Source: an optimization exercise on an open RTL-to-GDS flow (aim: small area). Production flows keep margins and buffers that such runs may drop.
Only simulation tests tie the RTL to the original design; equivalence was not proved.
Power and IR drop assume default switching activity.

Setup of run X:
## pcal64_rte
module pcal64_rte (
    input  wire        clk,
    input  wire        rst,             
    input  wire        addr_sel,        
    input  wire        cmd_valid,
    input  wire [63:0] cmd_word,
    output wire        resp_accepted,
    output wire [1:0]  resp_reason,
    output wire        bus_req_valid,
    output wire        bus_req_rw,
    output wire [6:0]  bus_req_addr,
    output wire [7:0]  bus_req_reg,
    output wire [1:0]  bus_req_len,
    output wire [15:0] bus_req_wdata,
    input  wire        bus_done,
    input  wire        bus_ok,
    input  wire [15:0] bus_rdata,
    input  wire        irq_edge,
    output wire        done_valid,
    output wire [7:0]  done_tag,
    output wire        done_status,
    output wire [15:0] done_value,
    output wire        irq_valid,
    output wire [7:0]  irq_tag,
    output wire        irq_status,
    output wire [15:0] irq_changed,
    output wire [15:0] irq_values
);
==> flow/config.mk <==
export PLATFORM = sky130hd
export DESIGN_NAME = pcal64_rte
export DESIGN_NICKNAME = pcal64_rte
export VERILOG_FILES = /design/flow/design.v
export SDC_FILE = /design/flow/constraint.sdc
export NUM_CORES = 4
export LEC_CHECK = 0
export CAP_MARGIN = 20
export CORE_MARGIN = 2
export CORE_UTILIZATION = 40
export PLACE_DENSITY = 0.6
export SLEW_MARGIN = 20
==> flow/constraint.sdc <==
create_clock -name core_clock -period 10.0 [get_ports {clk}]
set_input_delay 2.0000 -clock core_clock [delete_from_list [all_inputs] [get_ports {clk}]]
set_output_delay 2.0000 -clock core_clock [all_outputs]
set_load 0.01 [all_outputs]
standard.sh (not shown) runs the stock make flow with config.mk's settings and CLKGATE_MAP_FILE= SYNTH_SCRIPT=/design/flow/synth_recipe.tcl, a recipe that flattens the netlist after the stock synthesis.
==> flow/flow/run.sh <==
#!/bin/bash
# The standard layout (standard.sh) with these changes:
#  - synthesis: synth_recipe.tcl unchanged, but ABC maps with flow/abc_area.script
#  - port buffers made from the smallest buffer cell (buf_1)
#  - clock tree of clkbuf_8 without dummy loads
set -euo pipefail
here=$(pwd)
export FLOW_SYNTH_TCL=$here/synth_recipe.tcl
export OWN_ABC_SCRIPT=$here/flow/abc_area.script
bash standard.sh "SYNTH_SCRIPT=$here/flow/synth.tcl" \
  "BUFFER_PORTS_ARGS=-buffer_cell sky130_fd_sc_hd__buf_1" \
  "CTS_ARGS=-sink_clustering_enable -repair_clock_nets -dont_use_dummy_load -buf_list sky130_fd_sc_hd__clkbuf_8 -sink_clustering_size 30 -sink_clustering_max_diameter 150" \
  finish > standard.log 2>&1
==> flow/flow/abc_area.script <==
strash
&get -n
&st
&deepsyn -T 20
&dch -f
&nf -a
&put
==> flow/flow/synth.tcl <==
# The standard flow's synthesis script (synth_recipe.tcl, sourced unchanged), with the ABC
# mapping step run on an area-oriented ABC script instead of ORFS's speed script.
proc abc {args} {
  set i [lsearch -exact $args -script]
  if {$i >= 0} { lset args [expr {$i + 1}] $::env(OWN_ABC_SCRIPT) }
  yosys abc {*}$args
}
source $::env(FLOW_SYNTH_TCL)
Relative to run X, the following input files were edited for run H:
-- flow/design.v --
<<< run X, line 142
    wire       a_bw = ld & op_bw;
    wire       a_bt = ld & (op_btgl | op_si);
    wire       x_a  = outst & ok;
    wire       c_c  = ld & op_bw;
    wire       b_c  = ld & ~op_bw;
    wire       t_b  = outst;
    wire       keep = ok & ((st == S_RI_BR) | (st == S_RS_SV));
    wire [15:0] d_a, d_b, d_c;
    genvar i;
>>> run H, line 142
    wire       a_bw = ld & op_bw;
    wire       a_bt = ld & (op_btgl | op_si);
    wire       c_c  = ld & op_bw;
    wire       b_c  = ld & ~op_bw;
    wire       x_a  = comp & ok & (st == S_RI_SV);              
    wire       t_b  = comp & (st[3:1] == 3'b110);               
    wire       keep = comp & ok & ((st == S_RI_BR) | (st == S_RS_SV));
    wire [15:0] d_a, d_b, d_c;
    genvar i;
<<< run X, line 157
        end
    endgenerate
    wire en_a = acc || (comp && (st == S_RI_SV || (st == S_RS_SV && !ok)));
    wire en_b = acc || (comp && st[3:1] == 3'b110);
    wire en_c = acc || comp;
    always @(posedge clk) begin
        if (en_a) ra <= d_a;
        if (en_b) rb <= d_b;
        if (en_c) rc <= d_c;
        if (acc) begin
            cbv <= cmd_word[56];
            tag <= cmd_word[55:48];
        end
        if (acc && op_set) iht <= cmd_word[55:48];
        okq <= ok;
    end
>>> run H, line 157
        end
    endgenerate
    wire h_a = !acc && !(comp && (st == S_RI_SV || (st == S_RS_SV && !ok)));
    wire h_b = !acc && !t_b;
    wire h_c = !acc && !comp;
    wire set_ih = acc && op_set;
    always @(posedge clk) begin
        ra  <= d_a | (ra & {16{h_a}});
        rb  <= d_b | (rb & {16{h_b}});
        rc  <= d_c | (rc & {16{h_c}});
        cbv <= (cmd_word[56] & ld) | (cbv & !acc);
        tag <= (cmd_word[55:48] & {8{ld}}) | (tag & {8{!acc}});
        iht <= (cmd_word[55:48] & {8{set_ih | !ihv}}) | (iht & {8{!set_ih}});
        okq <= ok;
    end
Findings:
Run comparison: run X cell class with the largest area share sequential cells; run H cell class with the largest area share multi-input gates. Going from run X to run H, setup slack grows by 0.052 ns. [compare] base=run X new=run H: core utilization of the finished layout roughly the same; ratio of routed vias to standard cells higher. Across both runs, final design instance area without fill was lower for run H than for run X. In run H the proportion of power drawn by the clock network turned out 8.1 points lower than in run X. Maximum number of pins on one net before global-route repair (lower): run H. Re instance count along the most critical hold path: run X was higher than run H. Changes observed in run H relative to run X: layout-stage area growth over the synthesis result shows an increase of 1.2 points; final RePlAce weighted congestion shows an increase of 0.026.

The RTL this note starts from:
==> flow/design.v <==
module pcal64_rte (
    input  wire        clk,
    input  wire        rst,             
    input  wire        addr_sel,        
    input  wire        cmd_valid,
    input  wire [63:0] cmd_word,
    output wire        resp_accepted,
    output wire [1:0]  resp_reason,
    output wire        bus_req_valid,
    output wire        bus_req_rw,
    output wire [6:0]  bus_req_addr,
    output wire [7:0]  bus_req_reg,
    output wire [1:0]  bus_req_len,
    output wire [15:0] bus_req_wdata,
    input  wire        bus_done,
    input  wire        bus_ok,
    input  wire [15:0] bus_rdata,
    input  wire        irq_edge,
    output wire        done_valid,
    output wire [7:0]  done_tag,
    output wire        done_status,
    output wire [15:0] done_value,
    output wire        irq_valid,
    output wire [7:0]  irq_tag,
    output wire        irq_status,
    output wire [15:0] irq_changed,
    output wire [15:0] irq_values
);
    localparam [3:0] S_IDLE    = 4'b0000;
    localparam [3:0] S_DONE_C  = 4'b0010;   
    localparam [3:0] S_DONE_S  = 4'b0011;   
    localparam [3:0] S_WC_BW   = 4'b0100;   
    localparam [3:0] S_WC_SI   = 4'b0101;   
    localparam [3:0] S_RI_SV   = 4'b0110;   
    localparam [3:0] S_RS_SV   = 4'b0111;   
    localparam [3:0] S_RO      = 4'b1000;   
    localparam [3:0] S_RI_BR   = 4'b1001;   
    localparam [3:0] S_RO_COND = 4'b1010;   
    localparam [3:0] S_RM      = 4'b1011;   
    localparam [3:0] S_RC_BW   = 4'b1100;   
    localparam [3:0] S_RC_SI   = 4'b1101;   
    localparam [3:0] S_RC_COND = 4'b1110;   
    localparam [3:0] S_WLAST   = 4'b1111;   
    reg [3:0]  st;
    reg [15:0] ra, rb, rc;
    reg        cbv;
    reg [7:0]  tag;
    reg        ihv;
    reg [7:0]  iht;
    reg        pend;
    reg        asel;
    reg        okq;       
    wire [3:0]  op  = cmd_word[63:60];
    wire [15:0] ca  = cmd_word[15:0];
    wire [15:0] cb  = cmd_word[31:16];
    wire [15:0] cc  = cmd_word[47:32];
    wire op_mode = (op == 4'd1);
    wire op_wr   = (op == 4'd2);
    wire op_tgl  = (op == 4'd3);
    wire op_bw   = (op == 4'd4);
    wire op_btgl = (op == 4'd5);
    wire op_si   = (op == 4'd6);
    wire op_br   = (op == 4'd7);
    wire op_set  = (op == 4'd8);
    wire op_clr  = (op == 4'd9);
    wire single  = op_mode | op_wr | op_tgl;
    wire invalid = (op == 4'd0) || (op > 4'd9) || (cmd_word[59:57] != 3'b000);
    wire badpin  = single && (ca[15:4] != 12'd0);
    wire legal   = !invalid && !badpin;
    wire outst  = st[3] | st[2];
    wire s_done = !outst && st[1];
    wire comp   = bus_done && outst;
    wire ok     = bus_ok;
    wire idle_n   = !outst && !(st[1] && pend);
    wire svc      = (s_done && pend) || (idle_n && irq_edge);
    wire cmd_idle = idle_n && !irq_edge;
    wire acc      = cmd_valid && legal && cmd_idle;
    wire acc_seq  = acc && !op[3];
    wire [15:0] X     = bus_rdata;
    wire [15:0] wdata = (X & ~ra) ^ rb;
    wire diff = (|(X & rb)) ^ rc[0] ^ st[2];
    reg [3:0] st_n;
    reg       issue_c;    
    always @(*) begin
        issue_c = 1'b0;
        st_n    = st;
        if (comp) begin
            if (!ok) begin
                st_n = (st[3:1] == 3'b011) ? S_DONE_S : S_DONE_C;
            end else begin
                case (st)
                    S_RO:      begin issue_c = 1'b1; st_n = S_WLAST; end
                    S_RM:      begin issue_c = 1'b1; st_n = S_WLAST; end
                    S_RO_COND,
                    S_RC_COND: begin issue_c = diff; st_n = diff ? S_WLAST : S_DONE_C; end
                    S_RC_BW:   begin issue_c = 1'b1; st_n = S_WC_BW; end
                    S_RC_SI:   begin issue_c = 1'b1; st_n = S_WC_SI; end
                    S_WC_BW:   begin issue_c = 1'b1; st_n = S_RO; end
                    S_WC_SI:   begin issue_c = 1'b1; st_n = S_RM; end
                    S_RI_SV:   begin issue_c = 1'b1; st_n = S_RS_SV; end
                    S_RS_SV:   st_n = S_DONE_S;
                    default:   st_n = S_DONE_C;    
                endcase
            end
        end else if (svc) begin
            st_n = S_RI_SV;
        end else if (s_done) begin
            st_n = S_IDLE;
        end
        if (acc_seq) begin
            case (op[2:0])
                3'd1:    st_n = S_RC_COND;
                3'd2:    st_n = S_RO_COND;
                3'd4:    st_n = S_RC_BW;
                3'd6:    st_n = S_RC_SI;
                3'd7:    st_n = S_RI_BR;
                default: st_n = S_RO;        
            endcase
        end
    end
    wire r1_c = st[3] | ~st[1];
    wire r2_c = st[3] ? st[2] : st[1];
    wire r3_c = st[3] ? (st[1] & st[0]) : (st[1] | st[0]);
    wire r1_a = ~svc & ~op_br;
    wire r2_a = ~svc & (op_mode | op_bw | op_si);
    wire r1   = outst ? r1_c : r1_a;
    wire r2   = outst ? r2_c : r2_a;
    wire r3   = outst & r3_c;
    assign bus_req_valid = !rst && (issue_c || svc || acc_seq);
    assign bus_req_rw    = st[3];
    assign bus_req_reg   = {1'b0, r3, 2'b00, r3, r2, r1, 1'b0};
    assign bus_req_addr  = {6'b010000, asel};
    assign bus_req_len   = 2'd2;
    assign bus_req_wdata = wdata;
    assign resp_accepted = legal && cmd_idle;
    assign resp_reason   = invalid ? 2'd3 : badpin ? 2'd2 : cmd_idle ? 2'd0 : 2'd1;
    wire [3:0] lo = 4'd1 << ca[1:0];
    wire [3:0] hi = 4'd1 << ca[3:2];
    wire       ld = !outst;
    wire [3:0] hi_b = hi & {4{ld & single}};
    wire       a_a  = ld & (op_bw | op_si);
    wire       a_bw = ld & op_bw;
    wire       a_bt = ld & (op_btgl | op_si);
    wire       c_c  = ld & op_bw;
    wire       b_c  = ld & ~op_bw;
    wire       x_a  = comp & ok & (st == S_RI_SV);              
    wire       t_b  = comp & (st[3:1] == 3'b110);               
    wire       keep = comp & ok & ((st == S_RI_BR) | (st == S_RS_SV));
    wire [15:0] d_a, d_b, d_c;
    genvar i;
    generate
        for (i = 0; i < 16; i = i + 1) begin : g_bit
            assign d_a[i] = (ca[i] & a_a) | (X[i] & x_a);
            assign d_b[i] = (lo[i % 4] & hi_b[i / 4]) | (ca[i] & ((~cb[i] & a_bw) | a_bt)) |
                            (rc[i] & ra[i] & t_b);
            assign d_c[i] = (cc[i] & c_c) | (cb[i] & b_c) | (X[i] & keep);
        end
    endgenerate
    wire h_a = !acc && !(comp && (st == S_RI_SV || (st == S_RS_SV && !ok)));
    wire h_b = !acc && !t_b;
    wire h_c = !acc && !comp;
    wire set_ih = acc && op_set;
    always @(posedge clk) begin
        ra  <= d_a | (ra & {16{h_a}});
        rb  <= d_b | (rb & {16{h_b}});
        rc  <= d_c | (rc & {16{h_c}});
        cbv <= (cmd_word[56] & ld) | (cbv & !acc);
        tag <= (cmd_word[55:48] & {8{ld}}) | (tag & {8{!acc}});
        iht <= (cmd_word[55:48] & {8{set_ih | !ihv}}) | (iht & {8{!set_ih}});
        okq <= ok;
    end
    always @(posedge clk) begin
        if (rst) begin
            st   <= S_IDLE;
            ihv  <= 1'b0;
            pend <= 1'b0;
            asel <= addr_sel;
        end else begin
            st   <= st_n;
            if (acc && op_set) ihv <= 1'b1;
            if (acc && op_clr) ihv <= 1'b0;
            pend <= irq_edge ? !idle_n : (pend && !s_done);
        end
    end
    assign done_valid  = !rst && s_done && !st[0] && cbv;
    assign done_tag    = tag;
    assign done_status = !okq;
    assign done_value  = rc;
    assign irq_valid   = !rst && s_done && st[0] && ihv;
    assign irq_tag     = iht;
    assign irq_status  = !okq;
    assign irq_changed = rc;
    assign irq_values  = ra;
endmodule
export LEC_CHECK = 0
export CAP_MARGIN = 20
export CORE_MARGIN = 2
export CORE_UTILIZATION = 40
export PLACE_DENSITY = 0.6
export SLEW_MARGIN = 20
create_clock -name core_clock -period 10.0 [get_ports {clk}]
==> flow/flow/run.sh <==
#!/bin/bash
set -euo pipefail
bash standard.sh "BUFFER_PORTS_ARGS=-buffer_cell sky130_fd_sc_hd__buf_1" \
  "CTS_ARGS=-sink_clustering_enable -repair_clock_nets -dont_use_dummy_load -buf_list sky130_fd_sc_hd__clkbuf_8 -sink_clustering_size 30 -sink_clustering_max_diameter 150" \
  finish > standard.log 2>&1
Rerun with:
--- a/flow/design.v
+++ b/flow/design.v
@@ -138,38 +138,39 @@
     wire [3:0] hi = 4'd1 << ca[3:2];
     wire       ld = !outst;
     wire [3:0] hi_b = hi & {4{ld & single}};
     wire       a_a  = ld & (op_bw | op_si);
     wire       a_bw = ld & op_bw;
     wire       a_bt = ld & (op_btgl | op_si);
+    wire       x_a  = outst & ok;
     wire       c_c  = ld & op_bw;
     wire       b_c  = ld & ~op_bw;
-    wire       x_a  = comp & ok & (st == S_RI_SV);              
-    wire       t_b  = comp & (st[3:1] == 3'b110);               
-    wire       keep = comp & ok & ((st == S_RI_BR) | (st == S_RS_SV));
+    wire       t_b  = outst;
+    wire       keep = ok & ((st == S_RI_BR) | (st == S_RS_SV));
     wire [15:0] d_a, d_b, d_c;
     genvar i;
     generate
         for (i = 0; i < 16; i = i + 1) begin : g_bit
             assign d_a[i] = (ca[i] & a_a) | (X[i] & x_a);
             assign d_b[i] = (lo[i % 4] & hi_b[i / 4]) | (ca[i] & ((~cb[i] & a_bw) | a_bt)) |
                             (rc[i] & ra[i] & t_b);
             assign d_c[i] = (cc[i] & c_c) | (cb[i] & b_c) | (X[i] & keep);
         end
     endgenerate
-    wire h_a = !acc && !(comp && (st == S_RI_SV || (st == S_RS_SV && !ok)));
-    wire h_b = !acc && !t_b;
-    wire h_c = !acc && !comp;
-    wire set_ih = acc && op_set;
+    wire en_a = acc || (comp && (st == S_RI_SV || (st == S_RS_SV && !ok)));
+    wire en_b = acc || (comp && st[3:1] == 3'b110);
+    wire en_c = acc || comp;
     always @(posedge clk) begin
-        ra  <= d_a | (ra & {16{h_a}});
-        rb  <= d_b | (rb & {16{h_b}});
-        rc  <= d_c | (rc & {16{h_c}});
-        cbv <= (cmd_word[56] & ld) | (cbv & !acc);
-        tag <= (cmd_word[55:48] & {8{ld}}) | (tag & {8{!acc}});
-        iht <= (cmd_word[55:48] & {8{set_ih | !ihv}}) | (iht & {8{!set_ih}});
+        if (en_a) ra <= d_a;
+        if (en_b) rb <= d_b;
+        if (en_c) rc <= d_c;
+        if (acc) begin
+            cbv <= cmd_word[56];
+            tag <= cmd_word[55:48];
+        end
+        if (acc && op_set) iht <= cmd_word[55:48];
         okq <= ok;
     end
     always @(posedge clk) begin
         if (rst) begin
             st   <= S_IDLE;
             ihv  <= 1'b0;
Effect:
- The changed run passed the timing, design-rule and antenna checks
- hold slack improves by 0.047 ns
- combinational power drops by roughly a tenth
- wire length is lower slightly
- die area went up by a few percent
- area after synthesis is higher by a few percent

==> separate check: timing with driven ports <==
The results above use ideal ports. As a check the final layouts listed here were re-extracted and re-timed, cells and wires unchanged. Step 1, drivers: a clkbuf_16 drives clk and a buf_2 each remaining input, both assumed. Step 2 also shifts input and output timing later by t, the mid clock arrival at the registers, as if the neighbouring blocks saw the same clock. Slacks: ideal ports / drivers / drivers and shift; pairs: ideal ports / drivers.
run	shift t [ns]	setup slack, ns	latest minus earliest clock arrival (ns)	worst slew at a driven data input, ns
run X	0.371	3.938 / 3.918 / 3.918	0.030 / 0.030	0.06
run H	0.364	3.990 / 3.968 / 3.968	0.019 / 0.019	0.05
the first run of note 2	0.376	4.258 / 4.238 / 4.238	0.019 / 0.019	0.05
the second run of note 2	0.386	4.197 / 4.176 / 4.176	0.018 / 0.017	0.05
After both steps every run listed still meets setup and hold. For run H, which loses most, drivers alone change the setup slack by -0.022 ns; drivers and shift together by -0.022 ns.
